This design comes from an exercise in tuning for small area, a short achievable clock period and few clock cycles per item on the open sky130 flow, not from production work. At most, simulation tests tie the RTL to the original design; equivalence was not proved. The RTL of runs 2, 6 and 7 was laid out without a check of its function. Power figures rest on the tool's default switching activity, not on a simulated workload.

### standard.sh
#!/bin/bash
# synth_recipe.tcl (not shown) runs the flow's synth.tcl, then flattens the netlist and writes it again
# the make line also repeats each setting of config.mk as NAME=value (left out here)
make -C /OpenROAD-flow-scripts/flow DESIGN_CONFIG=/design/flow/config.mk WORK_HOME=/design/flow/orfs CLKGATE_MAP_FILE= SYNTH_SCRIPT=/design/flow/synth_recipe.tcl "${@:-finish}"
### constraint.sdc
create_clock -name core_clock -period 10.0 [get_ports {clk}]
set_input_delay 2.0000 -clock core_clock [delete_from_list [all_inputs] [get_ports {clk}]]
set_output_delay 2.0000 -clock core_clock [all_outputs]
set_load 0.01 [all_outputs]
### flow/run.sh
#!/bin/bash
# The standard layout (standard.sh, the standard flow's own ORFS flow) with one change:
# the port buffers are sky130_fd_sc_hd__buf_2 cells instead of the delay
# buffers buffer_ports picks by default. Every port still gets a buffer.
set -euo pipefail
export BUFFER_PORTS_ARGS="-buffer_cell sky130_fd_sc_hd__buf_2"
bash standard.sh > standard.log 2>&1
### design.v
module enc1750_fmt (
    input  wire [38:0] frac,    
    input  wire  [2:0] fsel,    
    input  wire        m39,     
    input  wire        m38,     
    input  wire  [7:0] xe0,     
    input  wire        xinc,    
    input  wire        xdec,    
    output wire [47:0] data
);
    wire c = (fsel[0] & frac[30]) | (fsel[1] & frac[16]) | (fsel[2] & frac[0]);
    wire [37:0] xs = frac[38:1];
    wire [7:0]  xa = xs[37:30];
    wire [13:0] xb = xs[29:16];
    wire [15:0] xc = xs[15:0];
    wire cc = c;
    wire cb = fsel[2] ? (c & (&xc)) : c;
    wire ca = fsel[0] ? c : cb & (&xb);
    wire [15:0] wc;
    wire [13:0] wb;
    wire [7:0]  wa;
    genvar i;
    generate
        for (i = 0; i < 16; i = i + 1) begin : g_c
            if (i == 0) assign wc[i] = xc[i] ^ cc;
            else        assign wc[i] = xc[i] ^ (cc & (&xc[i-1:0]));
        end
        for (i = 0; i < 14; i = i + 1) begin : g_b
            if (i == 0) assign wb[i] = xb[i] ^ cb;
            else        assign wb[i] = xb[i] ^ (cb & (&xb[i-1:0]));
        end
        for (i = 0; i < 8; i = i + 1) begin : g_a
            if (i == 0) assign wa[i] = xa[i] ^ ca;
            else        assign wa[i] = xa[i] ^ (ca & (&xa[i-1:0]));
        end
    endgenerate
    wire ina = fsel[0] | fsel[1] | fsel[2];
    wire inb = fsel[1] | fsel[2];
    wire inc = fsel[2];
    wire [7:0]  ma = wa & {8{ina}};
    wire [13:0] mb = wb & {14{inb}};
    wire [15:0] mc = wc & {16{inc}};
    wire [7:0] flip;
    generate
        for (i = 0; i < 8; i = i + 1) begin : g_e
            if (i == 0) assign flip[i] = xinc | xdec;
            else        assign flip[i] = (xinc & (&xe0[i-1:0])) | (xdec & ~(|xe0[i-1:0]));
        end
    endgenerate
    wire [7:0] xe = xe0 ^ flip;
    assign data = {m39, m38, ma, mb[13:8] | (xe[5:0] & {6{fsel[0]}}), mb[7:0],
                   xe & {8{~fsel[0]}}, mc};
endmodule
module enc1750_core (
    input  wire [63:0] value,
    input  wire  [7:0] width,
    output wire [52:0] sig,     
    output wire        subn,    
    output wire  [2:0] fsel,    
    output wire        m39,     
    output wire        m38,     
    output wire  [7:0] xe,      
    output wire        xinc,    
    output wire        xdec,    
    output wire        nf       
);
    wire        s  = value[63];
    wire [10:0] be = value[62:52];
    wire [51:0] fr = value[51:0];
    wire w16 = (width == 8'd16);
    wire w32 = (width == 8'd32);
    wire w48 = (width == 8'd48);
    wire wok = w16 | w32 | w48;
    wire nonfinite = &be;
    wire is_sub    = ~|be;
    wire is_zero   = is_sub & ~|fr;
    wire ok        = wok & ~nonfinite;
    assign sig    = {~is_sub, fr} ^ {53{s}};
    assign subn   = ok & is_sub & ~is_zero;
    assign fsel   = {w48, w32, w16} & {3{ok}};
    assign m39    = ok & ~is_zero & s;
    assign m38    = ok & ~is_zero & ~s;
    assign nf     = wok & nonfinite;
    wire ones16 = &fr[51:43], ones32 = &fr[42:29], ones48 = &fr[28:13];
    wire zer16  = ~|fr[51:43], zer32 = ~|fr[42:29], zer48 = ~|fr[28:13];
    wire all1 = ones16 & (w16 | (ones32 & (w32 | ones48)));
    wire all0 = zer16  & (w16 | (zer32  & (w32 | zer48)));
    wire inc  = ~s & all1;
    wire dec  = s & all0;
    wire lo8 = (be <= 11'd894),  hi8 = (be >= 11'd1149);
    wire lo6 = (be <= 11'd990),  hi6 = (be >= 11'd1053);
    wire [7:0] be2 = be[7:0] + 8'd2;
    wire [7:0] xf8 = lo8 ? 8'h80 : hi8 ? 8'h7f : be2;
    wire [5:0] xf6 = lo6 ? 6'h20 : hi6 ? 6'h1f : be2[5:0];
    wire inc_ok = w16 ? ((be >= 11'd990) & ~hi6) : ((be >= 11'd894) & ~hi8);
    wire dec_ok = w16 ? (~lo6 & (be <= 11'd1053)) : (~lo8 & (be <= 11'd1149));
    wire [7:0] xn = w16 ? {2'b00, xf6} : xf8;
    wire [7:0] xs = is_zero ? 8'h00 : is_sub ? (w16 ? 8'h20 : 8'h80) : xn;
    assign xe     = ok ? xs : 8'd0;
    assign xinc   = ok & ~is_sub & inc & inc_ok;
    assign xdec   = ok & ~is_sub & dec & dec_ok;
endmodule
module fp_encode_1750a (
    input  wire        clk,
    input  wire        rst,
    input  wire        in_valid,
    output wire        in_ready,
    input  wire [63:0] in_value,
    input  wire  [7:0] in_width,
    output wire        out_valid,
    input  wire        out_ready,
    output wire [47:0] out_data,
    output wire  [2:0] out_nbytes,
    output wire  [1:0] out_status
);
    wire [52:0] c_sig;
    wire        c_subn;
    wire  [2:0] c_fsel;
    wire        c_m39, c_m38;
    wire  [7:0] c_xe;
    wire        c_xinc, c_xdec;
    wire        c_nf;
    enc1750_core u_core (
        .value (in_value),
        .width (in_width),
        .sig   (c_sig),
        .subn  (c_subn),
        .fsel  (c_fsel),
        .m39   (c_m39),
        .m38   (c_m38),
        .xe    (c_xe),
        .xinc  (c_xinc),
        .xdec  (c_xdec),
        .nf    (c_nf)
    );
    reg        ov;       
    reg [52:0] sig_q;
    reg  [2:0] fsel_q;
    reg        m39_q, m38_q;
    reg  [7:0] xe_q;
    reg        xinc_q, xdec_q;
    reg        nf_q;
    reg        pend_q;   
    wire pend = (m39_q & sig_q[52]) | (m38_q & ~sig_q[52]);
    wire load = ~ov | (~pend & out_ready);
    assign in_ready  = ~rst & (~ov | (~pend_q & out_ready));
    assign out_valid = ~rst & ov & ~pend_q;
    wire top8z = m39_q ? &sig_q[52:45] : ~|sig_q[52:45];
    always @(posedge clk) begin
        if (rst) begin
            ov     <= 1'b0;
            pend_q <= 1'b0;
        end else if (load) begin
            ov     <= in_valid;
            pend_q <= in_valid & c_subn;
        end else if (pend) begin
            pend_q <= (top8z ? sig_q[44] : sig_q[51]) ~^ m39_q;
        end
    end
    wire sel_ld = load;
    wire sel_s8 = ~load & pend & top8z;
    wire sel_s1 = ~load & pend & ~top8z;
    wire sel_h  = ~load & ~pend;
    wire [52:0] sig_d = ({53{sel_ld}} & c_sig)
                      | ({53{sel_s8}} & {sig_q[44:0], {8{m39_q}}})
                      | ({53{sel_s1}} & {sig_q[51:0], m39_q})
                      | ({53{sel_h}}  & sig_q);
    always @(posedge clk) sig_q <= sig_d;
    always @(posedge clk) begin
        if (load) begin
            fsel_q   <= c_fsel;
            m39_q    <= c_m39;
            m38_q    <= c_m38;
            xe_q     <= c_xe;
            xinc_q   <= c_xinc;
            xdec_q   <= c_xdec;
            nf_q     <= c_nf;
        end
    end
    enc1750_fmt u_fmt (
        .frac(sig_q[51:13]),
        .fsel(fsel_q),
        .m39 (m39_q),
        .m38 (m38_q),
        .xe0 (xe_q),
        .xinc(xinc_q),
        .xdec(xdec_q),
        .data(out_data)
    );
    assign out_status = {nf_q, ~(fsel_q[0] | fsel_q[1] | fsel_q[2] | nf_q)};
    assign out_nbytes = {fsel_q[1] | fsel_q[2], fsel_q[0] | fsel_q[2], 1'b0};
endmodule
### config.mk
export PLATFORM = sky130hd
export DESIGN_NAME = fp_encode_1750a
export DESIGN_NICKNAME = fp_encode_1750a
export VERILOG_FILES = /design/flow/design.v
export SDC_FILE = /design/flow/constraint.sdc
export NUM_CORES = 4
export LEC_CHECK = 0
export ABC_AREA = 1
export CAP_MARGIN = 20
export CORE_MARGIN = 2
export CORE_UTILIZATION = 40
export CTS_BUF_LIST = sky130_fd_sc_hd__clkbuf_8
export SETUP_SLACK_MARGIN = 5
export SLEW_MARGIN = 20
==> summary.md, run 1 <==
| Metric | Value |
|---|---|
| Setup TNS | 0 ps |
| Max FFs per register | between 50 and 60 |
| Ant diodes | 0 |
| Vias | 6,032 |
| Fmax | 0.218 GHz |
| Core box area | about 13,000 µm² |
| Initial antenna violation count | 0 |
| WL per Instance | 14.9 µm |
| Post-Synth Adder-Cell Area | 0.0113 |
| Setup crit end kind | output pin |
| Final nets | 1,056 |
| CTS Root Cell | clkbuf_8 |
| DRC | 0 |
| Compound-Gate Fraction of Synth Area | 0.176 |
| Number of global-route vias before repair | 5,489 |
| Syn Inst Count | between 800 and 900 |
| Commonest non-fill, non-tap cells in the layout | 216 x nand2_1, 129 x buf_2, 128 x nor2_1, 80 x inv_1, 55 x dfxtp_1 |
| Height of the die | 121 µm |
| Row cnt | between 40 and 50 |
| Worst R2R End | pend_q$_SDFFE_PP0P_ |
| Cell variety after synth | 43 |
| Final GP Congestion | 0.870 |
| GR Util All Layers | 0.238 |
| Area of placed instances | 6230 µm² |
| Top reg by flops | sig_q |
| Hold Crit Class | reg -> reg |
| Via density | 5.22 |
| Worst path cell trace | nand2_1 -> inv_1 -> nor2_2 -> inv_1 -> nand2_1 -> nand2_2 -> nand3_2 -> nand2_2 -> ha_1 -> xnor2_1 -> nor2_1 -> buf_2 |
| Mux cell area share after synthesis | 0 |
| Die ar. | ~15,000 µm² |
| Worst Path Max Fanout | 17 |
| Fin crit share | 0.459 |
| Port buffer count | between 100 and 150 |
| Final max-slew violation count | 0 |
| Endpoints failing setup | 0 |
| Post-route ant nets | 0 |
| Mean area per synthesized cell | 6.35 µm² |
| FILL cells | 1,461 |
| Sequential element share of the synthesized area | 0.286 |
| Post-Synth Simple-Gate Area | 0.344 |
| Largest regs | sig_q (53), xe_q (8), fsel_q (3) |
| Worst path slowest cell | edfxtp_1 |
| Total power | between 0.9 and 1 mW |
| Max-cap violations | 0 |
| WS Path Type | reg -> out |
| Fin crit period | 4590 ps |
| CTS Hold Bufs | 0 |
| # IOs | 131 |
| CTS Buffer Depth | 2 |
| Most common cell after layout, fill and taps aside | nand2_1 |
| CP Launch Point | fsel_q[2]$_DFFE_PP_ |
| Pre-antenna DRT Iters | 5 |
| CTS resizes | 0 |
| Initial drt markers | around 380 |
| Synth Area in XOR/XNOR | 0.0904 |
| Clock latency at the later pin of the worst-skew pair | 360 ps |
| First-pass GRT wire length | 27,700 µm |
| Slew HR | 0.403 |
| CTS tree | yes |
| Worst r2r src | m39_q$_DFFE_PP_ |
| Slowest stage delay, CP | 620 ps |
| Layout area overhead | 16.9% |
| Power per standard cell area | about 140 nW/µm² |
| WP data required | around 8000 ps |
| Measured slew at the worst slew-check pin | 894 ps |
| Final instance area | 6450 µm² |
| Arrival time worst endpoint | approximately 2600 ps |
| Yosys warns | 1 |
| Layout cells sized above 1 | 0.172 |
| Largest family of logic cells by synthesized area | simple AND/OR/NAND/NOR gates |
| Mapped cell area | 5520 µm² |
| Final Skew | 18.1 ps |
| Worst hold path startpoint | sig_q[8]$_DFF_P_ |
| RSZ-0062 raised after global routing | no |
| Starting Density | 0.414 |
| Worst r2r path cells | 10 |
| Lkg Pwr | between 2 and 3 nW |
| DRT Wirelength | 17,200 µm |
| Worst vdd ir | 0.0000612 V |
| Chip width | 121 µm |
| Min-Delay Path Depth | 2 |
| Hold Vio Cnt, Final | 0 |
| FF+latch count, synth | between 70 and 80 |
| Hpwl dp | 13,200 µm |
| Hold Crit Endpoint | sig_q[8]$_DFF_P_ |
| Setup bufs post-CTS | 0 |
| Smallest hold slack | about 480 ps |
| Total gr overflow | 0 |
| Flop2flop setup slack | 7150 ps |
| H-tree depth | 3 |
| Startpoint Class | flop |
| Syn Nets | 950 |
| Status | complete, no violations |
| TritonCTS Sinks | 71 |
| Largest net degree at the start of global routing | just under 60 |
| Total CTS buffers | 9 |
| CTS clk-pin slew, worst paths | 80 ps |
[synthesized netlist by cell type]
library cell | n | area (µm²)
nand2_1 | 216 | 811
nor2_1 | 129 | 484
inv_1 | 80 | 300
dfxtp_1 | 55 | 1100
o21ai_0 | 52 | 260
nand3_1 | 50 | 250
xnor2_1 | 48 | 420
a21oi_1 | 44 | 220
o2111ai_1 | 25 | 219
o22ai_1 | 19 | 119
clkbuf_1 | 17 | 63.8
nand4_1 | 17 | 106
edfxtp_1 | 16 | 480
nor3_1 | 16 | 80.1
o21ai_1 | 15 | 75.1
buf_2 | 12 | 60.1
xor2_1 | 9 | 78.8
buf_4 | 6 | 45.0
ha_1 | 5 | 62.6
nand2_2 | 5 | 31.3
nor4_1 | 4 | 25.0
or2_2 | 3 | 18.8
a31oi_1 | 2 | 12.5
inv_2 | 2 | 7.51
nor2_2 | 2 | 12.5
o21bai_1 | 2 | 15.0
o221ai_1 | 2 | 17.5
a21boi_2 | 1 | 11.3
buf_6 | 1 | 11.3
clkbuf_2 | 1 | 5.00
conb_1 | 1 | 3.75
inv_4 | 1 | 6.26
nand2_4 | 1 | 11.3
nand2b_1 | 1 | 6.26
nand3_2 | 1 | 10.0
nor2_8 | 1 | 20.0
nor2b_1 | 1 | 6.26
nor3_2 | 1 | 10.0
nor4_2 | 1 | 12.5
o211ai_1 | 1 | 7.51
o21a_1 | 1 | 7.51
o21ai_2 | 1 | 8.76
or2_1 | 1 | 6.26
[area by class of cell]
type | count | area [µm²] | area share
clock inverter | 7 | 96.3 | 0.0149
tap | 176 | 220 | 0.0341
multi-input combinational | 678 | 3450 | 0.535
sequential | 71 | 1580 | 0.245
inverter | 83 | 314 | 0.0487
timing repair buffer | 132 | 668 | 0.104
clock buffer | 9 | 124 | 0.0192
[through the flow]
stage	util	cells	setup WS [ps]
5_1_grt	0.484	1156	5150
2_1_floorplan	-	869	5710
4_1_cts	0.484	1156	5400
6_report	0.484	1156	5410
3_5_place_dp	0.467	1140	5530
3_3_place_gp	0.467	1140	5540
[worst max-delay path, delay by kind of cell, from the launching register on]
family | cells | cell delay [ps]
xor+xnor | 1 | 150
fa+ha+maj | 1 | 220
buf+inv | 3 | 340
flops | 1 | 620
simple gates | 7 | 910
[power by group]
part | switching, mW | leakage [nW] | total [mW] | internal, mW
Combinational | 0.157 | 2.21 | 0.255 | 0.0981
Clock | 0.119 | 0.114 | 0.260 | 0.141
Sequential | 0.0525 | 0.646 | 0.389 | 0.336
Total | 0.329 | 2.97 | 0.904 | 0.576
[layer usage]
metal  up-vias  GRT usage  share of wire
li1       3098          -              -
met4         0     0.0704          0.017
met3        22     0.0235          0.054
met5         -          0              0
met2       160      0.387           0.46
met1      2752      0.334           0.47
[logic make-up (layout without fill, tap and decap cells)]
family	Yosys count	count (layout)
AO/OA/AOI/OAI	165	165
XOR/XNOR	57	57
other	1	1
adder cells (fa/ha/maj)	5	5
AND/OR/NAND/NOR	450	450
flip-flops	71	71
buffers and inverters	120	231
[worst max path at each step]
stage                               to  slack (ps)  cells after the start
after CTS                 out_data[39]        5400                     12
after detailed placement      in_ready        5530                      5
after global placement        in_ready        5540                      5
after global routing      out_data[38]        5150                     12
after floorplan              out_valid        5710                      1
final                     out_data[39]        5410                     12
Testbench counts, summed over its fixed seeds: cycles 24,936, items 24,000.
==> inputs of run 2 (changes only) <==
--- a/design.v
+++ b/design.v
@@ -1,5 +1,6 @@
 module enc1750_fmt (
     input  wire [38:0] frac,    
+    input  wire        c,       
     input  wire  [2:0] fsel,    
     input  wire        m39,     
     input  wire        m38,     
@@ -8,7 +9,6 @@
     input  wire        xdec,    
     output wire [47:0] data
 );
-    wire c = (fsel[0] & frac[30]) | (fsel[1] & frac[16]) | (fsel[2] & frac[0]);
     wire [37:0] xs = frac[38:1];
     wire [7:0]  xa = xs[37:30];
     wire [13:0] xb = xs[29:16];
@@ -166,6 +166,10 @@
                       | ({53{sel_s1}} & {sig_q[51:0], m39_q})
                       | ({53{sel_h}}  & sig_q);
     always @(posedge clk) sig_q <= sig_d;
+    wire [2:0] fsel_d = load ? c_fsel : fsel_q;
+    reg        c_q;
+    always @(posedge clk)
+        c_q <= (fsel_d[0] & sig_d[43]) | (fsel_d[1] & sig_d[29]) | (fsel_d[2] & sig_d[13]);
     always @(posedge clk) begin
         if (load) begin
             fsel_q   <= c_fsel;
@@ -179,6 +183,7 @@
     end
     enc1750_fmt u_fmt (
         .frac(sig_q[51:13]),
+        .c   (c_q),
         .fsel(fsel_q),
         .m39 (m39_q),
         .m38 (m38_q),
==> summary.md, run 2 <==
| Metric | Value |
|---|---|
| Status | complete, no violations |
| Dpl cells | 1,203 (+5.5%) |
| Final max-slew violation count | 0 (unchanged) |
| Worst path slowest cell | nor3_1 |
| Sw Share | 0.386 (+0.0229) |
| Post-synth top cells | 213 x nand2_1, 125 x nor2_1, 96 x inv_1, 68 x a21oi_1, 60 x o21ai_0 |
| Fin crit period | 4440 ps (-147 ps) |
| Clock latency at the later pin of the worst-skew pair | 370 ps (about the same) |
| WS Path Type | in -> out |
| Fmax | 0.225 GHz (+3.3%) |
| Most common cell after layout, fill and taps aside | nand2_1 |
| WP data required | 8000 ps (about the same) |
| GR Util All Layers | 0.233 (-0.00486) |
| # IOs | 131 (unchanged) |
| Power per standard cell area | 148 nW/µm² (+5.7%) |
| Met2 Use GR | 0.370 (-0.0170) |
| Height of the die | 125 µm (+3.1%) |
| Syn Inst Count | 924 (+6.3%) |
| Max FFs per register | 53 (unchanged) |
| CTS Hold Bufs | 0 (unchanged) |
| Net load switching power | 0.387 mW (+18%) |
| Initial drt markers | 499 (+30%) |
| Final Skew | 9.15 ps (-8.96 ps) |
| Core box area | 14,400 µm² (+8.1%) |
| Die ar. | 15,700 µm² (+6.3%) |
| Synth Area in XOR/XNOR | 0.0938 (+0.00344) |
| CP most frequent cell | buf_2 |
| CTS Root Cell | clkbuf_8 |
| Grt met3 use | 0.0407 (+0.0172) |
| Arrival time worst endpoint | 2440 ps (-150 ps) |
| Layout area overhead | 15.0% |
| Slowest stage delay, CP | 170 ps (-450 ps) |
| Starting Density | 0.408 (-0.00605) |
| Top reg by flops | sig_q |
| Initial antenna violation count | 0 (unchanged) |
| Finished Layout Cells | 1,219 (+5.4%) |
| Ys flop type | dfxtp_1 |
| Max-cap violations | 0 (unchanged) |
| Register share of total power | 0.432 (+0.002) |
| Total CTS buffers | 9 (unchanged) |
| Total gr overflow | 0 (unchanged) |
| Fin crit share | 0.444 (-0.0147) |
| Compound-Gate Fraction of Synth Area | 0.174 (-0.00243) |
| Worst path cell trace | buf_2 -> nor3_1 -> buf_2 |
| Ant diodes | 0 (unchanged) |
| CTS resizes | 0 (unchanged) |
| First-pass GRT wire length | 29,600 µm (+7.0%) |
| Measured slew at the worst slew-check pin | 925 ps (+30.8 ps) |
| Mux cell area share after synthesis | 0 (unchanged) |
| Comb power frac | 0.303 (+0.021) |
| Via density | 5.22 (about the same) |
| Vias | 6,364 (+5.5%) |
| CTS Buffer Depth | 2 (unchanged) |
| Int Pwr | 0.614 mW (+6.7%) |
| Most used routing layer | met2 |
| Startpoint Class | primary input |
| Flop2flop setup slack | 7370 ps (+220 ps) |
| Worst Path Max Fanout | 4 (-13) |
| DRC | 0 (unchanged) |
| Worst vdd ir | 0.0000876 V (+43%) |
| Port buffer count | 129 (unchanged) |
| Yosys top cell area share | 0.201 (+0.00148) |
| Mean area per synthesized cell | 6.36 µm² (+0.14%) |
| Endpoints failing setup | 0 (unchanged) |
| Post-Synth Simple-Gate Area | 0.349 (+0.00479) |
| Largest net degree at the start of global routing | 58 (-1.7%) |
| Clock Power Share | 0.265 (-0.023) |
| Commonest non-fill, non-tap cells in the layout | 213 x nand2_1, 129 x buf_2, 125 x nor2_1, 96 x inv_1, 68 x a21oi_1 |
| Post-route ant nets | 0 (unchanged) |
| Async S/R FF share, synth | 0 (unchanged) |
| H-tree depth | 3 (unchanged) |
| WL per Instance | 15.3 µm (+2.7%) |
| Largest regs | sig_q (53), xe_q (8), fsel_q (3) |
| Sequential element share of the synthesized area | 0.267 (-0.0191) |
| Hold Vio Cnt, Final | 0 (unchanged) |
| Final GP Congestion | 0.894 (+2.8%) |
| DRT Wirelength | 18,700 µm (+8.3%) |
| CTS tree | yes |
| Post-synth top area cell | dfxtp_1 |
| Setup crit end kind | output pin |
| Count leader, synth | nand2_1 |
| Chip width | 125 µm (+3.1%) |
| Number of global-route vias before repair | 5,709 (+4.0%) |
| Layout cells sized above 1 | 0.173 (+0.000498) |
| Post-synth EDFFs | 13 (-3) |
| Setup bufs post-CTS | 0 (unchanged) |
| RSZ-0062 raised after global routing | no |
| Hpwl dp | 14,400 µm (+9.2%) |
| Slew HR | 0.384 (-0.0199) |
| Final nets | 1,111 (+5.2%) |
| FF+latch count, synth | 72 (+1.4%) |
| Yosys warns | 1 (unchanged) |
| Pre-antenna DRT Iters | 7 (+2) |
| CTS clk-pin slew, worst paths | 70 ps (about the same) |
| Hold Crit Class | reg -> reg |
| Dominant cells by area after synthesis | dfxtp_1 20%, nand2_1 14%, nor2_1 8.0% |
| Syn Nets | 1,005 (+5.8%) |
| Cell variety after synth | 45 (+4.7%) |
| Lkg Pwr | 3.00 nW (+1.2%) |
| Setup TNS | 0 ps (unchanged) |
| Row cnt | 44 (+4.8%) |
| Largest family of logic cells by synthesized area | simple AND/OR/NAND/NOR gates |
| Post-Synth Adder-Cell Area | 0.0106 (-0.000690) |
| TritonCTS Sinks | 72 (+1.4%) |
| Met1 Usage GRT | 0.333 (-0.000574) |
| Mapped cell area | 5880 µm² (+6.5%) |
[run 2: layout make-up]
type | instances | area [µm²]
fill | 1596 | 7660
multi-input combinational | 716 | 3700
sequential | 72 | 1570
timing repair buffer | 131 | 661
inverter | 100 | 378
tap | 184 | 230
clock buffer | 10 | 138
clock inverter | 6 | 81.3
[run 2: worst max-delay path, delay by kind of cell]
kind	cells	cell delay (ps)
buffers and inverters	2	280
and+or+nand+nor	1	170
[run 2: cells by family (layout without fill, tap and decap cells)]
group	count (synthesis)	after routing
AND/OR/NAND/NOR	465	465
AO/OA/AOI/OAI	182	182
buffers and inverters	136	247
flip-flops	72	72
XOR/XNOR	63	63
adder cells (fa/ha/maj)	5	5
other	1	1
[run 2: power by group through the flow]
stage / logic (mW) / registers, mW / clock network (mW)
6_report: 0.303 / 0.433 / 0.266
5_1_grt: 0.339 / 0.440 / 0.279
4_1_cts: 0.302 / 0.430 / 0.269
3_5_place_dp: 0.301 / 0.436 / 0
3_3_place_gp: 0.300 / 0.437 / 0
2_1_floorplan: 0.226 / 0.409 / 0
[run 2: layer usage]
| metal | wire [µm] | vias to the layer above |
|---|---|---|
| met2 | 8490 | 200 |
| met5 | 0 | - |
| met4 | 188 | 0 |
| met3 | 1090 | 16 |
| met1 | 8910 | 2888 |
| li1 | - | 3260 |
[run 2: stage by stage]
stage / setup slack, ps / power (mW) / area, µm² / hold WS, ps / util
global placement: 5570 / 0.737 / 6540 / 452 / 0.454
floorplan: 5710 / 0.635 / 5880 / 436 / -
detailed placement: 5550 / 0.737 / 6540 / 464 / 0.454
CTS: 5550 / 1.00 / 6760 / 481 / 0.469
finish: 5560 / 1.00 / 6760 / 478 / 0.469
global route: 5470 / 1.06 / 6760 / 525 / 0.469
[run 2: path summary, 6_finish.rpt]
kind	from	end	cells past startpoint
max	rst	out_valid	3
min	sig_q[32]$_DFF_P_	sig_q[33]$_DFF_P_	2
max reg2reg	m39_q$_DFFE_PP_	pend_q$_SDFFE_PP0P_	10
min reg2reg	sig_q[32]$_DFF_P_	sig_q[33]$_DFF_P_	2
==> inputs of run 3 (changes only) <==
--- a/design.v
+++ b/design.v
@@ -1,6 +1,5 @@
 module enc1750_fmt (
     input  wire [38:0] frac,    
-    input  wire        c,       
     input  wire  [2:0] fsel,    
     input  wire        m39,     
     input  wire        m38,     
@@ -9,6 +8,7 @@
     input  wire        xdec,    
     output wire [47:0] data
 );
+    wire c = (fsel[0] & frac[30]) | (fsel[1] & frac[16]) | (fsel[2] & frac[0]);
     wire [37:0] xs = frac[38:1];
     wire [7:0]  xa = xs[37:30];
     wire [13:0] xb = xs[29:16];
@@ -166,10 +166,6 @@
                       | ({53{sel_s1}} & {sig_q[51:0], m39_q})
                       | ({53{sel_h}}  & sig_q);
     always @(posedge clk) sig_q <= sig_d;
-    wire [2:0] fsel_d = load ? c_fsel : fsel_q;
-    reg        c_q;
-    always @(posedge clk)
-        c_q <= (fsel_d[0] & sig_d[43]) | (fsel_d[1] & sig_d[29]) | (fsel_d[2] & sig_d[13]);
     always @(posedge clk) begin
         if (load) begin
             fsel_q   <= c_fsel;
@@ -183,7 +179,6 @@
     end
     enc1750_fmt u_fmt (
         .frac(sig_q[51:13]),
-        .c   (c_q),
         .fsel(fsel_q),
         .m39 (m39_q),
         .m38 (m38_q),
==> flow/run.sh (replaced) <==
#!/bin/bash
# The standard layout (standard.sh, the standard flow's own ORFS flow) with two changes:
# the port buffers are sky130_fd_sc_hd__buf_2 cells instead of the delay
# buffers buffer_ports picks by default (every port still gets a buffer),
# and timing repair aims for a setup slack of 5.4 ns.
set -euo pipefail
export BUFFER_PORTS_ARGS="-buffer_cell sky130_fd_sc_hd__buf_2"
export SETUP_SLACK_MARGIN=5.4
bash standard.sh > standard.log 2>&1
--- a/config.mk
+++ b/config.mk
@@ -10,5 +10,4 @@
 export CORE_MARGIN = 2
 export CORE_UTILIZATION = 40
 export CTS_BUF_LIST = sky130_fd_sc_hd__clkbuf_8
-export SETUP_SLACK_MARGIN = 5
 export SLEW_MARGIN = 20
==> summary.md, run 3 <==
| Metric | Value |
|---|---|
| Endpoints failing setup | 0 (unchanged) |
| Final setup margin | 5530 ps (-27.5 ps) |
| Dominant cells by area after synthesis | dfxtp_1 20%, nand2_1 15%, nor2_1 8.8% |
| Async S/R FF share, synth | 0 (unchanged) |
| Hold Vio Cnt, Final | 0 (unchanged) |
| Post-place setup slack | 5530 ps (-23.3 ps) |
| Status | complete, no violations |
| Height of the die | 121 µm (-3.0%) |
| Worst vdd ir | 0.0000612 V (-30%) |
| TritonCTS Sinks | 71 (-1.4%) |
| WP data required | 8000 ps (about the same) |
| Power per standard cell area | 139 nW/µm² (-5.8%) |
| Smallest hold slack | 478 ps (-0.638 ps) |
| Slew HR | 0.396 (+0.0119) |
| Max FFs per register | 53 (unchanged) |
| Commonest non-fill, non-tap cells in the layout | 216 x nand2_1, 129 x buf_2, 127 x nor2_1, 80 x inv_1 |
| Fin crit share | 0.447 (+0.00275) |
| Pre-antenna DRT Iters | 5 (-2) |
| Initial antenna violation count | 0 (unchanged) |
| Lkg Pwr | 3.01 nW (about the same) |
| Final max-slew violation count | 0 (unchanged) |
| Mean area per synthesized cell | 6.35 µm² (-0.14%) |
| Number of global-route vias before repair | 5,489 (-3.9%) |
| Post-synth top cells | 216 x nand2_1, 129 x nor2_1, 80 x inv_1, 55 x dfxtp_1, 52 x o21ai_0 |
| Ant diodes | 0 (unchanged) |
| Worst Path Max Fanout | 5 (+1) |
| Layout cells sized above 1 | 0.182 (+0.00942) |
| Layout area overhead | 18.1% |
| Hpwl dp | 13,200 µm (-8.4%) |
| Vias | 6,049 (-4.9%) |
| Final Skew | 18.4 ps (+9.22 ps) |
| Final GP Congestion | 0.870 (-2.7%) |
| Post-route ant nets | 0 (unchanged) |
| Cell variety after synth | 43 (-4.4%) |
| Setup TNS | 0 ps (unchanged) |
| Top reg by flops | sig_q |
| GR Util All Layers | 0.238 (+0.00486) |
| Row cnt | 42 (-4.5%) |
| Yosys top cell area share | 0.199 (-0.00148) |
| Measured slew at the worst slew-check pin | 906 ps (-18.9 ps) |
| Startpoint Class | primary input |
| Ys flop type | dfxtp_1 |
| CTS tree | yes |
| Final nets | 1,063 (-4.3%) |
| # IOs | 131 (unchanged) |
| CTS clk-pin slew, worst paths | 80 ps (about the same) |
| Initial drt markers | 396 (-21%) |
| Most common cell after layout, fill and taps aside | nand2_1 |
| FILL cells | 1,455 (-8.8%) |
| Syn Inst Count | 869 (-6.0%) |
| DRC | 0 (unchanged) |
| Fin crit period | 4470 ps (+27.5 ps) |
| WS Path Type | in -> out |
| Starting Density | 0.414 (+0.00605) |
| H-tree depth | 3 (unchanged) |
| WL per Instance | 14.9 µm (-2.6%) |
| Total gr overflow | 0 (unchanged) |
| Port buffer count | 129 (unchanged) |
| Die ar. | 14,800 µm² (-5.9%) |
| First-pass GRT wire length | 27,700 µm (-6.5%) |
| CP Launch Point | rst |
| Core box area | 13,300 µm² (-7.5%) |
| Post-synth EDFFs | 16 (+3) |
| CTS Hold Bufs | 0 (unchanged) |
| DRT Wirelength | 17,400 µm (-7.1%) |
| Mapped cell area | 5520 µm² (-6.1%) |
| Total CTS buffers | 9 (unchanged) |
| Post-synth top area cell | dfxtp_1 |
| Via density | 5.20 (-0.37%) |
| Arrival time worst endpoint | 2470 ps (+30 ps) |
| Syn Nets | 950 (-5.5%) |
| Largest net degree at the start of global routing | 59 (+1.7%) |
| RSZ-0062 raised after global routing | no |
| Largest regs | sig_q (53), xe_q (8), fsel_q (3) |
| FF+latch count, synth | 71 (-1.4%) |
| Setup crit end kind | output pin |
| CTS Root Cell | clkbuf_8 |
| CTS Buffer Depth | 2 (unchanged) |
| Fmax | 0.224 GHz (-0.61%) |
| Yosys warns | 1 (unchanged) |
| Max-cap violations | 0 (unchanged) |
| Worst r2r src | m39_q$_DFFE_PP_ |
| Hold Crit Class | reg -> reg |
| Sequential element share of the synthesized area | 0.286 (+0.0191) |
| Chip width | 121 µm (-3.0%) |
| Worst hold path startpoint | sig_q[8]$_DFF_P_ |
| Count leader, synth | nand2_1 |
| Clock latency at the later pin of the worst-skew pair | 360 ps (about the same) |
[run 3: layout make-up]
class | count | area (µm²) | share of cell area
Multi-Input combinational cell | 678 | 3460 | 0.531
Timing Repair Buffer | 139 | 721 | 0.111
Sequential cell | 71 | 1590 | 0.243
Clock buffer | 9 | 124 | 0.0190
Tap cell | 176 | 220 | 0.0338
Inverter | 83 | 314 | 0.0482
Clock inverter | 7 | 96.3 | 0.0148
[run 3: cells by family after synthesis]
family / after synthesis / synth area share
AO/OA/AOI/OAI: 165 / 0.176
XOR/XNOR: 57 / 0.0904
adder cells (fa/ha/maj): 5 / 0.0113
buffers and inverters: 120 / 0.0904
flip-flops: 71 / 0.286
other: 1 / 0.000679
AND/OR/NAND/NOR: 450 / 0.344
[run 3: path summary, 6_finish.rpt]
| path | cells past startpoint | endpoint | slack, ps |
|---|---|---|---|
| worst min-delay path | 2 | sig_q[8]$_DFF_P_ | 480 |
| worst max-delay path | 5 | in_ready | 5530 |
| worst min register to register | 2 | sig_q[8]$_DFF_P_ | 480 |
| worst max register to register | 10 | pend_q$_SDFFE_PP0P_ | 7160 |
[run 3: through the flow]
stage          std cells  power [mW]  area [µm²]  utilization
3_3_place_gp        1140       0.647        6230        0.467
4_1_cts             1156       0.905        6450        0.484
2_1_floorplan        869       0.551        5520            -
3_5_place_dp        1140       0.648        6230        0.467
6_report            1163       0.909        6520        0.488
5_1_grt             1163       0.960        6520        0.488
[run 3: timing repair]
action	4_1_cts	5_1_grt
setup endpoints to repair	0	10
resized for setup	0	5
setup buffers	0	7
[run 3: where the power goes]
part / switching, mW / leakage [nW] / total, mW / internal (mW)
clock network: 0.119 / 0.114 / 0.260 / 0.141
logic: 0.160 / 2.25 / 0.261 / 0.101
registers: 0.0509 / 0.646 / 0.388 / 0.337
total: 0.330 / 3.01 / 0.909 / 0.579
[run 3: critical path, cell delays in order]
cell and delay (ps):
buf_2 120, nor2_1 80, nand2_1 50, o21ai_0 60, buf_2 150
[run 3: per-layer routing]
layer  track usage  wire length [µm]
met1         0.334              8250
met2         0.387              8000
met3        0.0235               849
met4        0.0704               252
met5             0                 0
Testbench counts of run 3, summed over its fixed seeds: cycles 24,936, items 24,000.
==> inputs of run 4 (changes only) <==
==> flow/run.sh (replaced) <==
#!/bin/bash
# The standard layout (standard.sh, the standard flow's own ORFS flow) with two changes:
# the port buffers are sky130_fd_sc_hd__buf_2 cells instead of the delay
# buffers buffer_ports picks by default (every port still gets a buffer),
# and timing repair aims for a setup slack of 5.8 ns.
set -euo pipefail
export BUFFER_PORTS_ARGS="-buffer_cell sky130_fd_sc_hd__buf_2"
export SETUP_SLACK_MARGIN=5.8
bash standard.sh > standard.log 2>&1
==> summary.md, run 4 <==
| Metric | Value |
|---|---|
| Status | complete, no violations |
| CTS Hold Bufs | 0 (unchanged) |
| Comb power frac | 0.306 (+0.019) |
| CTS clk-pin slew, worst paths | 80 ps (about the same) |
| Dpl cells | 1,140 (unchanged) |
| Slew HR | 0.347 (-0.0484) |
| Initial antenna violation count | 0 (unchanged) |
| Chip width | 121 µm (unchanged) |
| Syn Nets | 950 (unchanged) |
| Die ar. | 14,800 µm² (unchanged) |
| Final instance area | 6710 µm² (+2.9%) |
| Measured slew at the worst slew-check pin | 978 ps (+72.5 ps) |
| Clock latency at the later pin of the worst-skew pair | 360 ps (about the same) |
| DRC | 0 (unchanged) |
| Via density | 5.24 (+0.77%) |
| CTS Root Cell | clkbuf_8 |
| Count leader, synth | nand2_1 |
| Pre-antenna DRT Iters | 5 (unchanged) |
| Post-place setup slack | 5540 ps (+11.2 ps) |
| Endpoints failing setup | 0 (unchanged) |
| Layout area overhead | 21.5% |
| GR Util All Layers | 0.238 (+0.000326) |
| Cell variety after synth | 43 (unchanged) |
| RSZ-0062 raised after global routing | yes |
| Vias | 6,143 (+1.6%) |
| Post-synth EDFFs | 16 (unchanged) |
| Height of the die | 121 µm (unchanged) |
| # IOs | 131 (unchanged) |
| Hpwl dp | 13,300 µm (+0.99%) |
| Async S/R FF share, synth | 0 (unchanged) |
| Setup crit end kind | output pin |
| Post-route ant nets | 0 (unchanged) |
| Largest regs | sig_q (53), xe_q (8), fsel_q (3) |
| DRT Wirelength | 17,700 µm (+2.1%) |
| Worst r2r path cells | 9 (-1) |
| Port buffer count | 129 (unchanged) |
| Syn Inst Count | 869 (unchanged) |
| Worst Path Max Fanout | 4 (-1) |
| Largest net degree at the start of global routing | 59 (unchanged) |
| Ys flop type | dfxtp_1 |
| WL per Instance | 15.1 µm (+1.3%) |
| Fmax | 0.227 GHz (+1.5%) |
| Clock Power Share | 0.261 (-0.025) |
| Setup TNS | 0 ps (unchanged) |
| Fin crit share | 0.441 (-0.00656) |
| Post-synth top area cell | dfxtp_1 |
| Yosys warns | 1 (unchanged) |
| Mean area per synthesized cell | 6.35 µm² (unchanged) |
| Max-cap violations | 0 (unchanged) |
| Total gr overflow | 0 (unchanged) |
| Final setup margin | 5590 ps (+65.6 ps) |
| First-pass GRT wire length | 27,900 µm (+0.90%) |
| Startpoint Class | primary input |
| Number of global-route vias before repair | 5,692 (+3.7%) |
| H-tree depth | 3 (unchanged) |
| WS Path Type | in -> out |
| Commonest non-fill, non-tap cells in the layout | 210 x nand2_1, 128 x buf_2, 122 x nor2_1, 77 x inv_1, 51 x o21ai_0 |
| Lkg Pwr | 3.06 nW (+1.7%) |
| Core box area | 13,300 µm² (unchanged) |
| Total power | 0.901 mW (-0.89%) |
| Min-Delay Path Depth | 2 (unchanged) |
| Register share of total power | 0.433 (+0.006) |
| Net load switching power | 0.337 mW (+2.0%) |
| Layout cells sized above 1 | 0.220 (+0.0375) |
| Starting Density | 0.414 (unchanged) |
| Ant diodes | 0 (unchanged) |
| WP data required | 8000 ps (about the same) |
| Arrival time worst endpoint | 2410 ps (-60 ps) |
| Mapped cell area | 5520 µm² (unchanged) |
| Area of placed instances | 6240 µm² (+0.14%) |
| Top reg by flops | sig_q |
| Hold Vio Cnt, Final | 0 (unchanged) |
| FF+latch count, synth | 71 (unchanged) |
| CTS Buffer Depth | 2 (unchanged) |
| Max FFs per register | 53 (unchanged) |
| CTS tree | yes |
| Post-synth top cells | 216 x nand2_1, 129 x nor2_1, 80 x inv_1, 55 x dfxtp_1, 52 x o21ai_0 |
| Final max-slew violation count | 0 (unchanged) |
| TritonCTS Sinks | 71 (unchanged) |
| Final Skew | 17.0 ps (-1.38 ps) |
| Yosys top cell area share | 0.199 (unchanged) |
| Row cnt | 42 (unchanged) |
| Smallest hold slack | 476 ps (-1.73 ps) |
| Most common cell after layout, fill and taps aside | nand2_1 |
| Int Pwr | 0.564 mW (-2.5%) |
| Sequential element share of the synthesized area | 0.286 (unchanged) |
| Sw Share | 0.374 (+0.0106) |
| Initial drt markers | 480 (+21%) |
| Finished Layout Cells | 1,172 (+0.77%) |
| Final nets | 1,072 (+0.85%) |
| Worst vdd ir | 0.0000679 V (+11%) |
| Fin crit period | 4410 ps (-65.6 ps) |
| Fin util | 0.502 (+0.0141) |
| FILL cells | 1,434 (-1.4%) |
| Hold Crit Class | reg -> reg |
| Power per standard cell area | 134 nW/µm² (-3.7%) |
| Final GP Congestion | 0.857 (-1.4%) |
| Dominant cells by area after synthesis | dfxtp_1 20%, nand2_1 15%, nor2_1 8.8% |
| Total CTS buffers | 9 (unchanged) |
## run 4: cell counts after synthesis
No cell type changed its count.
## run 4: timing repair
item,CTS,global route
setup endpoints to repair,24,12
resized for setup,14,36
pin swaps,1,14
setup buffers,5,11
## run 4: critical path: stages
cell and delay [ps]:
buf_8 100, nor2_2 60, nand2_1 60, o21ai_2 50, buf_2 130
## run 4: cell type report
class | instances | area, µm² | area share
clock buffer | 9 | 124 | 0.0185
clock inverter | 7 | 70.1 | 0.0104
inverter | 83 | 320 | 0.0478
multi-input combinational | 678 | 3560 | 0.531
sequential | 71 | 1610 | 0.240
tap | 176 | 220 | 0.0328
timing repair buffer | 148 | 802 | 0.120
## run 4: logic make-up after synthesis
logic type,after synthesis,share of synthesized area
AOI/OAI and AO/OA,165,0.176
xor gates and xnor gates,57,0.0904
adders and majority gates,5,0.0113
buffers and inverters,120,0.0904
DFF,71,0.286
other,1,0.000679
and+or+nand+nor,450,0.344
## run 4: worst paths after layout
path / start / endpoint / slack [ps]
setup / recovery: rst / in_ready / 5590
hold / removal: sig_q[8]$_DFF_P_ / sig_q[8]$_DFF_P_ / 480
hold reg to reg: sig_q[8]$_DFF_P_ / sig_q[8]$_DFF_P_ / 480
setup reg to reg: m39_q$_DFFE_PP_ / sig_q[39]$_DFF_P_ / 7130
## run 4: layer usage
layer | GRT usage | wire length [µm] | up-vias
li1 | - | - | 3133
met1 | 0.325 | 7960 | 2785
met2 | 0.392 | 8230 | 202
met3 | 0.0367 | 1280 | 23
met4 | 0.0632 | 252 | 0
met5 | 0 | 0 | -
## run 4: power groups by stage
stage | logic (mW) | clock network, mW | registers (mW)
5_1_grt | 0.308 | 0.247 | 0.396
3_5_place_dp | 0.254 | 0 | 0.394
4_1_cts | 0.261 | 0.235 | 0.386
3_3_place_gp | 0.254 | 0 | 0.394
6_report | 0.276 | 0.235 | 0.390
2_1_floorplan | 0.178 | 0 | 0.373
==> inputs of run 5 (changes only) <==
==> flow/run.sh (replaced) <==
#!/bin/bash
# The standard layout (standard.sh, the standard flow's own ORFS flow) with three changes:
# the port buffers are sky130_fd_sc_hd__buf_2 cells instead of the delay
# buffers buffer_ports picks by default (every port still gets a buffer),
# timing repair aims for a setup slack of 5.4 ns, and clock tree synthesis
# adds no dummy loads.
set -euo pipefail
export BUFFER_PORTS_ARGS="-buffer_cell sky130_fd_sc_hd__buf_2"
export SETUP_SLACK_MARGIN=5.4
export CTS_ARGS="-sink_clustering_enable -repair_clock_nets -buf_list sky130_fd_sc_hd__clkbuf_8 -dont_use_dummy_load"
bash standard.sh > standard.log 2>&1
==> summary.md, run 5 <==
| Metric | Value |
|---|---|
| Post-route ant nets | 0 (unchanged) |
| Mapped cell area | 5520 µm² (unchanged) |
| Number of global-route vias before repair | 5,462 (-4.0%) |
| Yosys warns | 1 (unchanged) |
| Fin util | 0.481 (-0.0213) |
| Flop2flop setup slack | 7140 ps (about the same) |
| Startpoint Class | primary input |
| GR Util All Layers | 0.237 (-0.00154) |
| Fin crit period | 4470 ps (+65.6 ps) |
| Worst hold path startpoint | sig_q[8]$_DFF_P_ |
| Top reg by flops | sig_q |
| H-tree depth | 3 (unchanged) |
| Yosys top cell area share | 0.199 (unchanged) |
| Setup TNS | 0 ps (unchanged) |
| Slew HR | 0.397 (+0.0496) |
| Post-place setup slack | 5530 ps (-11.2 ps) |
| FF+latch count, synth | 71 (unchanged) |
| Status | complete, no violations |
| CP most frequent cell | buf_2 |
| Async S/R FF share, synth | 0 (unchanged) |
| Port buffer count | 129 (unchanged) |
| Dominant cells by area after synthesis | dfxtp_1 20%, nand2_1 15%, nor2_1 8.8% |
| Syn Nets | 950 (unchanged) |
| Layout cells sized above 1 | 0.177 (-0.0433) |
| Die ar. | 14,800 µm² (unchanged) |
| Worst path slowest cell | buf_2 |
| Area of placed instances | 6230 µm² (-0.14%) |
| Finished Layout Cells | 1,156 (-1.4%) |
| Count leader, synth | nand2_1 |
| CTS Hold Bufs | 0 (unchanged) |
| Measured slew at the worst slew-check pin | 904 ps (-74.4 ps) |
| Max FFs per register | 53 (unchanged) |
| Largest regs | sig_q (53), xe_q (8), fsel_q (3) |
| Initial antenna violation count | 0 (unchanged) |
| WL per Instance | 15.0 µm (-0.96%) |
| Max-cap violations | 0 (unchanged) |
| RSZ-0062 raised after global routing | no |
| Bufs and invs on worst path | 2 (unchanged) |
| Final instance area | 6420 µm² (-4.2%) |
| Cell variety after synth | 43 (unchanged) |
| Final nets | 1,063 (-0.84%) |
| Total gr overflow | 0 (unchanged) |
| Syn Inst Count | 869 (unchanged) |
| Comb power frac | 0.315 (+0.009) |
| WS Path Type | in -> out |
| Vias | 6,044 (-1.6%) |
| Pre-antenna DRT Iters | 5 (unchanged) |
| Dpl cells | 1,140 (unchanged) |
| Arrival time worst endpoint | 2470 ps (+60 ps) |
| Core box area | 13,300 µm² (unchanged) |
| Worst path cell trace | buf_2 -> nor2_1 -> nand2_1 -> o21ai_0 -> buf_2 |
| Clock Power Share | 0.216 (-0.045) |
| Worst vdd ir | 0.0000545 V (-20%) |
| Int Pwr | 0.519 mW (-8.1%) |
| Final Skew | 32.9 ps (+16.0 ps) |
| Total power | 0.827 mW (-8.3%) |
| WP data required | 8000 ps (about the same) |
| CTS Root Cell | clkbuf_8 |
| Final setup margin | 5530 ps (-65.6 ps) |
| Most common cell after layout, fill and taps aside | nand2_1 |
| Height of the die | 121 µm (unchanged) |
| Fin crit share | 0.447 (+0.00656) |
| First-pass GRT wire length | 27,600 µm (-1.3%) |
| Sequential element share of the synthesized area | 0.286 (unchanged) |
| Ys flop type | dfxtp_1 |
| CP top delay family | buffers and inverters |
| Final GP Congestion | 0.870 (+1.5%) |
| Sw Share | 0.373 (-0.00100) |
| Power per standard cell area | 129 nW/µm² (-4.2%) |
| Clock latency at the later pin of the worst-skew pair | 360 ps (about the same) |
| Ant diodes | 0 (unchanged) |
| Net load switching power | 0.308 mW (-8.5%) |
| TritonCTS Sinks | 71 (unchanged) |
| Worst r2r src | m39_q$_DFFE_PP_ |
| CTS tree | yes |
| DRT Wirelength | 17,300 µm (-2.3%) |
| Post-synth top cells | 216 x nand2_1, 129 x nor2_1, 80 x inv_1, 55 x dfxtp_1, 52 x o21ai_0 |
| Min-Delay Path Depth | 2 (unchanged) |
| Worst Path Max Fanout | 5 (+1) |
| Worst R2R End | pend_q$_SDFFE_PP0P_ |
| Total CTS buffers | 9 (unchanged) |
| Post-synth top area cell | dfxtp_1 |
| Post-synth EDFFs | 16 (unchanged) |
| Row cnt | 42 (unchanged) |
| Endpoints failing setup | 0 (unchanged) |
| Worst r2r path cells | 10 (+1) |
| Final max-slew violation count | 0 (unchanged) |
| Initial drt markers | 375 (-22%) |
| CTS clk-pin slew, worst paths | 70 ps (about the same) |
| Chip width | 121 µm (unchanged) |
| Hpwl dp | 13,200 µm (-0.98%) |
| # IOs | 131 (unchanged) |
| Hold Crit Endpoint | sig_q[8]$_DFF_P_ |
| DRC | 0 (unchanged) |
| Slowest stage delay, CP | 150 ps (+20 ps) |
| Lkg Pwr | 2.96 nW (-3.2%) |
| Setup crit end kind | output pin |
| Fmax | 0.224 GHz (-1.5%) |
| Largest net degree at the start of global routing | 59 (unchanged) |
| Mean area per synthesized cell | 6.35 µm² (unchanged) |
| Register share of total power | 0.469 (+0.036) |
| Smallest hold slack | 475 ps (-1.06 ps) |
| FILL cells | 1,467 (+2.3%) |
| CTS Buffer Depth | 2 (unchanged) |
| Hold Vio Cnt, Final | 0 (unchanged) |
| Hold Crit Class | reg -> reg |
| Commonest non-fill, non-tap cells in the layout | 216 x nand2_1, 129 x buf_2, 127 x nor2_1, 80 x inv_1 |
| Starting Density | 0.414 (unchanged) |
| Via density | 5.23 (-0.25%) |
| Layout area overhead | 16.3% |
run 5: cell counts after synthesis:
No cell type changed its count.
run 5: how the worst max path moves through the flow:
stage	from	endpoint	slack [ps]	cells past startpoint
global route	fsel_q[1]$_DFFE_PP_	out_data[38]	5420	12
floorplan	rst	out_valid	5710	1
global placement	rst	in_ready	5540	5
detailed placement	rst	in_ready	5530	5
finish	rst	in_ready	5530	5
CTS	fsel_q[2]$_DFFE_PP_	out_data[39]	5420	12
run 5: repair_timing:
action,CTS,global route
setup endpoints to repair,0,9
endpoints found under the hold margin,0,0
resized for setup,0,5
setup buffers,0,7
run 5: final cells by class:
type | instances | area [µm²] | share of cell area
Multi-Input combinational cell | 678 | 3460 | 0.538
Sequential cell | 71 | 1590 | 0.247
Timing Repair Buffer | 139 | 721 | 0.112
Inverter | 83 | 314 | 0.0489
Tap cell | 176 | 220 | 0.0343
Clock buffer | 9 | 124 | 0.0193
run 5: kinds of logic after synthesis:
| logic type | count (synthesis) | synth area share |
|---|---|---|
| AOI/OAI and AO/OA | 165 | 0.176 |
| xor gates and xnor gates | 57 | 0.0904 |
| adders and majority gates | 5 | 0.0113 |
| buffers and inverters | 120 | 0.0904 |
| DFF | 71 | 0.286 |
| other | 1 | 0.000679 |
| and+or+nand+nor | 450 | 0.344 |
run 5: per-layer routing:
| metal | vias up | track usage | routed length, µm |
|---|---|---|---|
| met5 | - | 0 | 0 |
| met4 | 0 | 0.0546 | 174 |
| met3 | 11 | 0.0305 | 1000 |
| met2 | 162 | 0.388 | 8040 |
| met1 | 2761 | 0.331 | 8090 |
| li1 | 3110 | - | - |
run 5: worst reg2reg max path, cell delays in order (launching register included):
cell	delay, ps
edfxtp_1	490
nand2_2	130
nand2_4	130
nand2_2	120
o21ai_4	70
buf_4	470
inv_4	280
nor2_8	420
inv_2	360
o21bai_1	220
nor2_1	60
run 5: power by group through the flow:
stage	Combinational [mW]	Clock [mW]	Sequential, mW
after global placement	0.254	0	0.393
after detailed placement	0.254	0	0.394
after floorplan	0.178	0	0.373
final	0.261	0.178	0.388
after global routing	0.293	0.191	0.393
after CTS	0.256	0.180	0.387
==> inputs of run 6 (changes only) <==
--- a/design.v
+++ b/design.v
@@ -145,7 +145,7 @@
     wire load = ~ov | (~pend & out_ready);
     assign in_ready  = ~rst & (~ov | (~pend_q & out_ready));
     assign out_valid = ~rst & ov & ~pend_q;
-    wire top8z = m39_q ? &sig_q[52:45] : ~|sig_q[52:45];
+    wire top5z = m39_q ? &sig_q[52:48] : ~|sig_q[52:48];
     always @(posedge clk) begin
         if (rst) begin
             ov     <= 1'b0;
@@ -154,15 +154,15 @@
             ov     <= in_valid;
             pend_q <= in_valid & c_subn;
         end else if (pend) begin
-            pend_q <= (top8z ? sig_q[44] : sig_q[51]) ~^ m39_q;
+            pend_q <= (top5z ? sig_q[47] : sig_q[51]) ~^ m39_q;
         end
     end
     wire sel_ld = load;
-    wire sel_s8 = ~load & pend & top8z;
-    wire sel_s1 = ~load & pend & ~top8z;
+    wire sel_s5 = ~load & pend & top5z;
+    wire sel_s1 = ~load & pend & ~top5z;
     wire sel_h  = ~load & ~pend;
     wire [52:0] sig_d = ({53{sel_ld}} & c_sig)
-                      | ({53{sel_s8}} & {sig_q[44:0], {8{m39_q}}})
+                      | ({53{sel_s5}} & {sig_q[47:0], {5{m39_q}}})
                       | ({53{sel_s1}} & {sig_q[51:0], m39_q})
                       | ({53{sel_h}}  & sig_q);
     always @(posedge clk) sig_q <= sig_d;
==> summary.md, run 6 <==
| Metric | Value |
|---|---|
| First-pass GRT wire length | 27,400 µm (-0.55%) |
| Worst path cell trace | buf_2 -> nor3_1 -> buf_2 |
| Total CTS buffers | 9 (unchanged) |
| Vias | 6,026 (-0.30%) |
| CTS clk-pin slew, worst paths | 70 ps (about the same) |
| Largest regs | sig_q (53), xe_q (8), fsel_q (3) |
| Post-route ant nets | 0 (unchanged) |
| Hpwl dp | 13,000 µm (-1.3%) |
| Finished Layout Cells | 1,154 (-0.17%) |
| Chip width | 123 µm (+0.85%) |
| Slew HR | 0.361 (-0.0355) |
| Starting Density | 0.406 (-0.00728) |
| Flop2flop setup slack | 6600 ps (-540 ps) |
| Worst path slowest cell | nor3_1 |
| Yosys top cell area share | 0.196 (-0.00346) |
| Post-synth EDFFs | 16 (unchanged) |
| Max FFs per register | 53 (unchanged) |
| CTS Root Cell | clkbuf_8 |
| Status | complete, no violations |
| Setup TNS | 0 ps (unchanged) |
| Height of the die | 123 µm (+0.85%) |
| Post-place setup slack | 5420 ps (-103 ps) |
| FILL cells | 1,491 (+1.6%) |
| Worst Path Max Fanout | 4 (-1) |
| Lkg Pwr | 2.91 nW (-1.6%) |
| Endpoints failing setup | 0 (unchanged) |
| Final GP Congestion | 0.894 (+2.8%) |
| Initial drt markers | 505 (+35%) |
| Final setup margin | 5550 ps (+25.0 ps) |
| Die ar. | 15,000 µm² (+1.7%) |
| Count leader, synth | nand2_1 |
| Slowest stage delay, CP | 160 ps (about the same) |
| Async S/R FF share, synth | 0 (unchanged) |
| CP most frequent cell | buf_2 |
| Multi-input logic area | 3530 µm² (+2.1%) |
| Commonest non-fill, non-tap cells in the layout | 222 x nand2_1, 129 x buf_2, 112 x nor2_1, 75 x inv_1, 55 x dfxtp_1 |
| Via density | 5.22 (-0.13%) |
| Total gr overflow | 0 (unchanged) |
| Fmax | 0.225 GHz (+0.56%) |
| Dominant cells by area after synthesis | dfxtp_1 20%, nand2_1 15%, edfxtp_1 8.6% |
| Smallest hold slack | 499 ps (+24.0 ps) |
| Fin crit period | 4450 ps (-25.0 ps) |
| # IOs | 131 (unchanged) |
| Startpoint Class | primary input |
| Top reg by flops | sig_q |
| H-tree depth | 3 (unchanged) |
| Hold Vio Cnt, Final | 0 (unchanged) |
| Layout cells sized above 1 | 0.182 (+0.00519) |
| Number of global-route vias before repair | 5,474 (+0.22%) |
| Syn Inst Count | 870 (+0.12%) |
| CTS Buffer Depth | 2 (unchanged) |
| Max-cap violations | 0 (unchanged) |
| Arrival time worst endpoint | 2450 ps (-20 ps) |
| Port buffer count | 129 (unchanged) |
| Yosys warns | 1 (unchanged) |
| GR Util All Layers | 0.230 (-0.00659) |
| Hold Crit Class | reg -> reg |
| TritonCTS Sinks | 71 (unchanged) |
| Fin util | 0.468 (-0.0135) |
| Final max-slew violation count | 0 (unchanged) |
| Initial antenna violation count | 0 (unchanged) |
| Largest net degree at the start of global routing | 59 (unchanged) |
| Syn Nets | 951 (+0.11%) |
| CTS tree | yes |
| Total area of sequential cells | 1580 µm² (-0.24%) |
| Sequential element share of the synthesized area | 0.281 (-0.00497) |
| DRT Wirelength | 17,200 µm (-0.50%) |
| Measured slew at the worst slew-check pin | 957 ps (+53.1 ps) |
| Ant diodes | 0 (unchanged) |
| Worst vdd ir | 0.0000542 V (-0.50%) |
| WL per Instance | 14.9 µm (-0.33%) |
| Power per standard cell area | 129 nW/µm² (+0.60%) |
| Clock latency at the later pin of the worst-skew pair | 350 ps (about the same) |
| Fin crit share | 0.445 (-0.00250) |
| Core box area | 13,800 µm² (+3.6%) |
| Final nets | 1,057 (-0.56%) |
| Ys flop type | dfxtp_1 |
| WS Path Type | in -> out |
| Row cnt | 43 (+2.4%) |
| DRC | 0 (unchanged) |
| Most common cell after layout, fill and taps aside | nand2_1 |
| Post-synth top cells | 222 x nand2_1, 112 x nor2_1, 75 x inv_1, 55 x dfxtp_1, 54 x xnor2_1 |
| Cell variety after synth | 43 (unchanged) |
| Final Skew | 22.9 ps (-9.99 ps) |
| Layout area overhead | 15.1% |
| WP data required | 8000 ps (about the same) |
| Mean area per synthesized cell | 6.46 µm² (+1.7%) |
| Post-synth top area cell | dfxtp_1 |
| FF+latch count, synth | 71 (unchanged) |
| Setup crit end kind | output pin |
| RSZ-0062 raised after global routing | no |
| Dpl cells | 1,142 (+0.18%) |
| Pre-antenna DRT Iters | 5 (unchanged) |
| Mapped cell area | 5620 µm² (+1.8%) |
-- run 6: timing repair --
item                                    CTS  global route
hold buffers                              0             0
gates resized for setup                   0             1
endpoints found under the setup margin    2             1
cloned                                    0             0
buffers inserted                          3             0
-- run 6: area by class of cell --
cell class | instances | area share
Clock buffer | 9 | 0.0192
Inverter | 78 | 0.0453
Multi-Input combinational cell | 681 | 0.546
Sequential cell | 71 | 0.245
Tap cell | 180 | 0.0348
Timing Repair Buffer | 135 | 0.110
-- run 6: logic make-up (layout without fill, tap and decap cells) --
| logic type | after synthesis | after routing | synth area share |
|---|---|---|---|
| flops | 71 | 71 | 0.281 |
| simple gates | 446 | 446 | 0.346 |
| other cells | 1 | 1 | 0.000667 |
| compound gates | 170 | 170 | 0.177 |
| buf+inv | 118 | 222 | 0.0917 |
| fa+ha+maj | 5 | 5 | 0.0111 |
| xor+xnor | 59 | 59 | 0.0920 |
-- run 6: per-stage QoR --
| stage | power [mW] | cell area, µm² |
|---|---|---|
| 3_3_place_gp | 0.657 | 6290 |
| 4_1_cts | 0.838 | 6460 |
| 5_1_grt | 0.888 | 6470 |
| 3_5_place_dp | 0.658 | 6310 |
| 6_report | 0.837 | 6470 |
| 2_1_floorplan | 0.564 | 5620 |
-- run 6: final timing paths --
kind                     startpoint                end  cells past startpoint
hold reg to reg   sig_q[37]$_DFF_P_  sig_q[38]$_DFF_P_                      2
hold / removal    sig_q[37]$_DFF_P_  sig_q[38]$_DFF_P_                      2
setup / recovery                rst          out_valid                      3
setup reg to reg    m39_q$_DFFE_PP_  sig_q[28]$_DFF_P_                      9
-- run 6: where the power goes --
part,switching [mW],internal (mW),leakage (nW)
Sequential,0.0505,0.338,0.646
Combinational,0.164,0.105,2.20
Clock,0.100,0.0803,0.0647
-- run 6: critical path: cells and delay by family --
kind,cells,cell delay [ps]
buffers and inverters,2,280
and+or+nand+nor,1,160
-- run 6: routing by layer --
layer  GRT usage  routed length (µm)  up-vias
li1            -                   -     3095
met5           0                   0        -
met3      0.0251                1090       19
met1       0.338                8500     2694
met2       0.347                7340      218
met4      0.0826                 292        0
==> inputs of run 7 (changes only) <==
--- a/config.mk
+++ b/config.mk
@@ -8,6 +8,6 @@
 export ABC_AREA = 1
 export CAP_MARGIN = 20
 export CORE_MARGIN = 2
-export CORE_UTILIZATION = 40
+export CORE_UTILIZATION = 65
 export CTS_BUF_LIST = sky130_fd_sc_hd__clkbuf_8
 export SLEW_MARGIN = 20
==> summary.md, run 7 <==
| Metric | Value |
|---|---|
| Setup TNS | 0 ps (unchanged) |
| Worst r2r path cells | 11 (+2) |
| Startpoint Class | primary input |
| Largest net degree at the start of global routing | 59 (unchanged) |
| Total CTS buffers | 9 (unchanged) |
| Synth Area in XOR/XNOR | 0.0920 (unchanged) |
| Post-route ant nets | 0 (unchanged) |
| First-pass GRT wire length | 28,100 µm (+2.4%) |
| Total gr overflow | 0 (unchanged) |
| Arrival time worst endpoint | 2430 ps (-20 ps) |
| Via density | 5.99 (+15%) |
| Worst path cell trace | buf_2 -> nor3_1 -> buf_2 |
| Status | complete, no violations |
| Commonest non-fill, non-tap cells in the layout | 222 x nand2_1, 129 x buf_2, 112 x nor2_1, 75 x inv_1, 55 x dfxtp_1 |
| Sw Share | 0.381 (+0.00513) |
| Hold Vio Cnt, Final | 0 (unchanged) |
| Starting Density | 0.677 (+0.271) |
| WP data required | 8000 ps (about the same) |
| Clock latency at the later pin of the worst-skew pair | 360 ps (about the same) |
| Post-Synth Simple-Gate Area | 0.346 (unchanged) |
| Core box area | 8300 µm² (-40%) |
| Final Skew | 29.2 ps (+6.20 ps) |
| Bufs and invs on worst path | 2 (unchanged) |
| WL per Instance | 15.7 µm (+5.3%) |
| Fmax | 0.226 GHz (+0.26%) |
| Worst vdd ir | 0.0000785 V (+45%) |
| CTS Buffer Depth | 2 (unchanged) |
| Async S/R FF share, synth | 0 (unchanged) |
| Initial antenna violation count | 0 (unchanged) |
| FF+latch count, synth | 71 (unchanged) |
| Final nets | 1,057 (unchanged) |
| Slowest stage delay, CP | 160 ps (about the same) |
| Int Pwr | 0.521 mW (-0.17%) |
| Top reg by flops | sig_q |
| Min-Delay Path Depth | 2 (unchanged) |
| Worst r2r src | m39_q$_DFFE_PP_ |
| Worst R2R End | pend_q$_SDFFE_PP0P_ |
| Hold Crit Class | reg -> reg |
| Post-synth EDFFs | 16 (unchanged) |
| Critical path depth in cells | 3 (unchanged) |
| Hpwl dp | 12,600 µm (-2.8%) |
| CP top delay family | buffers and inverters |
| H-tree depth | 3 (unchanged) |
| Die ar. | 9400 µm² (-37%) |
| Post-Synth Adder-Cell Area | 0.0111 (unchanged) |
| CTS clk-pin slew, worst paths | 70 ps (about the same) |
| Largest family of logic cells by synthesized area | simple AND/OR/NAND/NOR gates |
| Worst hold path startpoint | sig_q[37]$_DFF_P_ |
| CP most frequent cell | buf_2 |
| Worst path slowest cell | nor3_1 |
| Flop2flop setup slack | 6750 ps (+150 ps) |
| Lkg Pwr | 2.90 nW (-0.25%) |
| Post-synth top area cell | dfxtp_1 |
| Sequential element share of the synthesized area | 0.281 (unchanged) |
| Net load switching power | 0.321 mW (+2.0%) |
| # IOs | 131 (unchanged) |
| WS Path Type | in -> out |
| FILL cells | 682 (-54%) |
| Ys flop type | dfxtp_1 |
| Post-synth top cells | 222 x nand2_1, 112 x nor2_1, 75 x inv_1, 55 x dfxtp_1, 54 x xnor2_1 |
| TritonCTS Sinks | 71 (unchanged) |
| Syn Nets | 951 (unchanged) |
| Ant diodes | 0 (unchanged) |
| Layout cells sized above 1 | 0.182 (unchanged) |
| Dominant cells by area after synthesis | dfxtp_1 20%, nand2_1 15%, edfxtp_1 8.6% |
| Largest regs | sig_q (53), xe_q (8), fsel_q (3) |
| Count leader, synth | nand2_1 |
| Pre-antenna DRT Iters | 5 (unchanged) |
| DRT Wirelength | 17,000 µm (-1.5%) |
| GR Util All Layers | 0.354 (+0.124) |
| Slew HR | 0.303 (-0.0581) |
| Mux cell area share after synthesis | 0 (unchanged) |
| CTS tree | yes |
| Chip width | 97.0 µm (-21%) |
| Worst Path Max Fanout | 4 (unchanged) |
| Height of the die | 97.0 µm (-21%) |
| Number of global-route vias before repair | 5,959 (+8.9%) |
| Setup crit end kind | output pin |
| Register share of total power | 0.462 (-0.002) |
| Vias | 6,459 (+7.2%) |
| Mean area per synthesized cell | 6.46 µm² (unchanged) |
| Yosys warns | 1 (unchanged) |
| RSZ-0062 raised after global routing | no |
| Clock Power Share | 0.216 (about the same) |
| Yosys top cell area share | 0.196 (unchanged) |
| Fin crit share | 0.443 (-0.00116) |
| Hold Crit Endpoint | sig_q[38]$_DFF_P_ |
| Row cnt | 33 (-23%) |
| Initial drt markers | 640 (+27%) |
| CTS Root Cell | clkbuf_8 |
| Layout area overhead | 12.9% |
| Final max-slew violation count | 0 (unchanged) |
| Cell variety after synth | 43 (unchanged) |
| Comb power frac | 0.322 (about the same) |
| Multi-input logic area | 3520 µm² (-0.28%) |
| Compound-Gate Fraction of Synth Area | 0.177 (unchanged) |
| Area of placed instances | 6200 µm² (-1.9%) |
| Endpoints failing setup | 0 (unchanged) |
| Max-cap violations | 0 (unchanged) |
| Port buffer count | 129 (unchanged) |
| Max FFs per register | 53 (unchanged) |
| Final GP Congestion | 1.00 (+12%) |
| Most common cell after layout, fill and taps aside | nand2_1 |
| Total area of sequential cells | 1580 µm² (unchanged) |
| Fin crit period | 4430 ps (-11.6 ps) |
| Final instance area | 6340 µm² (-1.9%) |
| DRC | 0 (unchanged) |
| Mapped cell area | 5620 µm² (unchanged) |
| Power per standard cell area | 133 nW/µm² (+2.6%) |
| Measured slew at the worst slew-check pin | 1040 ps (+87.1 ps) |
| Syn Inst Count | 870 (unchanged) |
## run 7: stage by stage
stage	std cells	setup slack, ps	power (mW)	util	hold WS (ps)
final	1079	5570	0.843	0.764	509
after global routing	1079	5410	0.885	0.764	529
after CTS	1078	5530	0.831	0.763	509
after detailed placement	1067	5530	0.655	0.747	490
after global placement	1067	5590	0.644	0.747	473
after floorplan	870	5710	0.564	-	445
## run 7: power groups by stage
stage / Combinational [mW] / Sequential (mW) / Clock (mW)
2_1_floorplan: 0.188 / 0.376 / 0
3_3_place_gp: 0.253 / 0.391 / 0
3_5_place_dp: 0.262 / 0.393 / 0
4_1_cts: 0.266 / 0.387 / 0.179
5_1_grt: 0.299 / 0.395 / 0.191
6_report: 0.271 / 0.389 / 0.182
## run 7: per-layer routing
metal  share of wire  GRT usage  vias up  wire (µm)
met4           0.032      0.132        0        539
met1            0.40      0.469     2883       6810
met2            0.46      0.581      410       7840
li1                -          -     3103          -
met5               0          0        -          0
met3            0.10     0.0592       63       1760
## run 7: timing repair
item                                    4_1_cts  5_1_grt
resized for setup                             0        0
setup buffers                                 2        1
hold buffers                                  0        0
endpoints found under the setup margin        1        1
## run 7: tightest hold or removal path: cells and delay by family, from the launching register on
kind	cells	cell delay, ps
AO/OA/AOI/OAI	2	130
flip-flops	1	350
## run 7: cell type report
cell class | count | area share
inverter | 78 | 0.0462
multi-input combinational | 681 | 0.555
clock buffer | 9 | 0.0195
tap | 105 | 0.0207
sequential | 71 | 0.249
timing repair buffer | 135 | 0.109
## run 7: how the worst max path moves through the flow
stage	from	to	slack [ps]
finish	rst	out_valid	5570
global route	sig_q[16]$_DFF_P_	out_data[39]	5410
CTS	fsel_q[0]$_DFFE_PP_	out_data[39]	5530
detailed placement	out_ready	pend_q$_SDFFE_PP0P_	5530
global placement	rst	out_valid	5590
floorplan	rst	out_valid	5710
## run 7: kinds of logic (layout without fill, tap and decap cells)
kind of cell | Yosys count | in the layout
AND/OR/NAND/NOR | 446 | 446
AO/OA/AOI/OAI | 170 | 170
buffers and inverters | 118 | 222
flip-flops | 71 | 71
XOR/XNOR | 59 | 59
adder cells (fa/ha/maj) | 5 | 5
other | 1 | 1

Check on run 7: ideal ports give 5.565 ns setup slack; a clkbuf_16 on the clock port and buf_2 on the inputs give 5.547 ns; moving port delays by the midpoint clock arrival (0.382 ns) as well gives 5.441 ns.
